Context: an optimization exercise on an open-source flow, tuned for small area. The choices shown serve that exercise and are no tape-out recipe. Function was checked by simulation only, so behaviour that the tests miss may differ from the original. Power figures rest on the tool's default switching activity, not on a simulated workload.

Design scs_core, start of the top module:
module scs_core (
    input  wire        clk,
    input  wire        rst,           
    output wire [15:0] imem_addr,
    input  wire [31:0] imem_rdata,
    input  wire        plen_we,       
    input  wire [15:0] plen_wdata,
    input  wire        start,         
    input  wire        exec_valid,    
    input  wire [31:0] exec_word,
    output wire [1:0]  state,
    output wire [3:0]  cause,
    output wire        busy,
    input  wire [4:0]  dbg_sel,
    output wire [31:0] dbg_data
);
    localparam [1:0] ST_IDLE    = 2'd0;
    localparam [1:0] ST_RUNNING = 2'd1;
    localparam [1:0] ST_HALTED  = 2'd2;
    localparam [1:0] ST_FAULTED = 2'd3;
    localparam [3:0] F_NONE       = 4'd0;
    localparam [3:0] F_ILLEGAL    = 4'd1;
    localparam [3:0] F_INVALID    = 4'd2;
    localparam [3:0] F_INCOMPLETE = 4'd3;
    localparam [3:0] F_ARITY      = 4'd4;
    localparam [3:0] F_UNDERFLOW  = 4'd5;
    localparam [3:0] F_OVERFLOW   = 4'd6;
    localparam [3:0] F_DIVZERO    = 4'd7;
    localparam [3:0] F_JUMPOOB    = 4'd8;
    localparam [3:0] F_NEGSHIFT   = 4'd9;
    localparam [4:0] OP_PUSH = 5'd1,  OP_POP  = 5'd2,  OP_ADD  = 5'd3,  OP_SUB  = 5'd4;
    localparam [4:0] OP_INC  = 5'd5,  OP_DEC  = 5'd6,  OP_IMUL = 5'd7,  OP_IDIV = 5'd8;
    localparam [4:0] OP_AND  = 5'd9,  OP_OR   = 5'd10, OP_XOR  = 5'd11, OP_SHL  = 5'd12;
    localparam [4:0] OP_SHR  = 5'd13, OP_CMP  = 5'd14, OP_JE   = 5'd15, OP_JMA  = 5'd16;
    localparam [4:0] OP_JNE  = 5'd17, OP_SKIP = 5'd18;
    localparam [4:0] A_SP = 5'd8, A_FL = 5'd9, A_PC = 5'd10, A_PLEN = 5'd11,
                     A_ST = 5'd12, A_ZERO = 5'd14;
    localparam [4:0] M_IDLE = 5'd0,  M_START = 5'd1, M_INC  = 5'd2,  M_CHK  = 5'd3,
                     M_EX0  = 5'd4,  M_BIN2  = 5'd5, M_MUL1 = 5'd6,  M_MULL = 5'd7,
  ...
clock: 13.0 ns
lec_check: 0
abc_area: 1
cap_margin: 5
core_margin: 2
core_utilization: 55
place_density: 0.7
slew_margin: 5
standard.sh (not shown) runs the stock make flow with config.mk's settings and CLKGATE_MAP_FILE= SYNTH_SCRIPT=/design/flow/synth_recipe.tcl, a recipe that flattens the netlist after the stock synthesis.
==> flow/flow/run.sh <==
#!/bin/bash
# Own layout flow: the standard synthesis, then an area-oriented re-mapping
# of the combinational logic with ABC (flip-flops are left untouched: same
# instances, names and cell types), then the standard layout steps.
# Each tool's output goes to a flow_*.log file in the work folder.
set -euo pipefail
cd "$(dirname "$0")/.."
WORK=$(pwd)
FLOW_HOME=${FLOW_HOME:-/OpenROAD-flow-scripts/flow}
YOSYS=$FLOW_HOME/../tools/install/yosys/bin/yosys
[[ -x $YOSYS ]] || YOSYS=yosys
RES=$WORK/orfs/results/sky130hd/scs_core/base

# 1. standard synthesis
bash standard.sh synth > $WORK/flow_synth.log 2>&1

# 2. re-map the combinational logic
cp $RES/1_2_yosys.v $WORK/std_1_2_yosys.v
LIB=$FLOW_HOME/platforms/sky130hd/lib/sky130_fd_sc_hd__tt_025C_1v80.lib
DU=$(grep -o 'sky130_fd_sc_hd__lpflow[a-z0-9_]*\|sky130_fd_sc_hd__probe[a-z0-9_]*' $FLOW_HOME/platforms/sky130hd/config.mk | sed 's/^/-dont_use /' | tr '\n' ' ')
cat > $WORK/remap.ys <<EOS
read_liberty -ignore_miss_func $LIB
blackbox sky130_fd_sc_hd__edfxtp_1 sky130_fd_sc_hd__dfxtp_1 sky130_fd_sc_hd__dfrtp_1 sky130_fd_sc_hd__dfstp_1 sky130_fd_sc_hd__conb_1
read_verilog $WORK/std_1_2_yosys.v
hierarchy -top scs_core
flatten
opt_clean -purge
abc -liberty $LIB $DU -script "+strash;&get -n;&fraig -x;&put;scorr;dc2;dretime;strash;dc2;&get -n;&dch -f;&nf -R 2000 -a;&put"
opt_clean -purge
hilomap -singleton -hicell sky130_fd_sc_hd__conb_1 HI -locell sky130_fd_sc_hd__conb_1 LO
insbuf -buf sky130_fd_sc_hd__buf_4 A X
opt_clean -purge
tee -o $WORK/remap_check.txt check
tee -o $WORK/remap_stat.txt stat -liberty $LIB
write_verilog -noattr -nohex -nodec $WORK/remap_1_2_yosys.v
EOS
$YOSYS -s $WORK/remap.ys > $WORK/flow_remap.log 2>&1

# same flip-flop instances, by name and cell type, as the standard synthesis
ffs() { grep -oE '^\s*sky130_fd_sc_hd__(edfxtp|dfxtp|dfrtp|dfstp)_[0-9]+ \S+' "$1" | awk '{print $1, $2}' | sort; }
if ! diff <(ffs $WORK/std_1_2_yosys.v) <(ffs $WORK/remap_1_2_yosys.v) > $WORK/flow_ffdiff.log; then
  echo "flip-flops differ after re-mapping" >&2; exit 1
fi

cp $WORK/remap_1_2_yosys.v $RES/1_2_yosys.v
rm -f $RES/1_synth.odb $RES/1_synth.sdc

# 3. standard layout, with smaller port buffers and a clock tree built from
#    larger sink clusters without dummy loads
export BUFFER_PORTS_ARGS="-buffer_cell sky130_fd_sc_hd__buf_1"
export CTS_ARGS="-sink_clustering_enable -repair_clock_nets -dont_use_dummy_load -sink_clustering_size 25 -sink_clustering_max_diameter 100"
export REMOVE_ABC_BUFFERS=1
bash standard.sh finish > $WORK/flow_layout.log 2>&1
The starting point produced a clean layout.
Then changed:
Settings changed: CORE_UTILIZATION 55 to 65, PLACE_DENSITY 0.7 to 0.8.
- The new run completed with no timing, DRC or antenna violations
- routed wire length goes up by 2.2%
- final area barely changes
- area after synthesis is unchanged
- maximum frequency increases by 1.3%
- count of clock-buffer cells in the layout does not change
- clock power barely changes
- die area shrinks by 15%
- power climbs by 0.84%
- hold slack loses 4.8 ps
- sequential share of layout area grows by 0.19 points

==> static timing again, ports no longer ideal <==
In the flow no input, the clock included, has a driving cell. The finished layouts below were timed again as built, in two steps. Step 1 sets driving cells, clkbuf_16 on the clock port and buf_2 on the other inputs (assumed; they add their load-dependent delay and slew). Step 2 adds t to the input delays and takes it off the output delays; t is the mean of the earliest and latest rising clock arrival at the registers after step 1. Input paths then give back, and output paths get back, about the clock's delay inside the block. Slacks: ideal / step 1 / step 2; pairs: ideal / step 1.
run | t (ns) | setup slack, ns | worst slew at a driven data input, ns | pins driven straight from the clock port
the first run | 0.655 | 0.605 / 0.638 / -0.018 | 0.04 | 1
the second run | 0.666 | 0.762 / 0.805 / 0.138 | 0.07 | 1
With both steps, setup timing fails in the first run, where it was met with ideal ports. The setup slack of the second run, which loses most, moves by +0.043 ns with the drivers and by -0.624 ns with both steps.
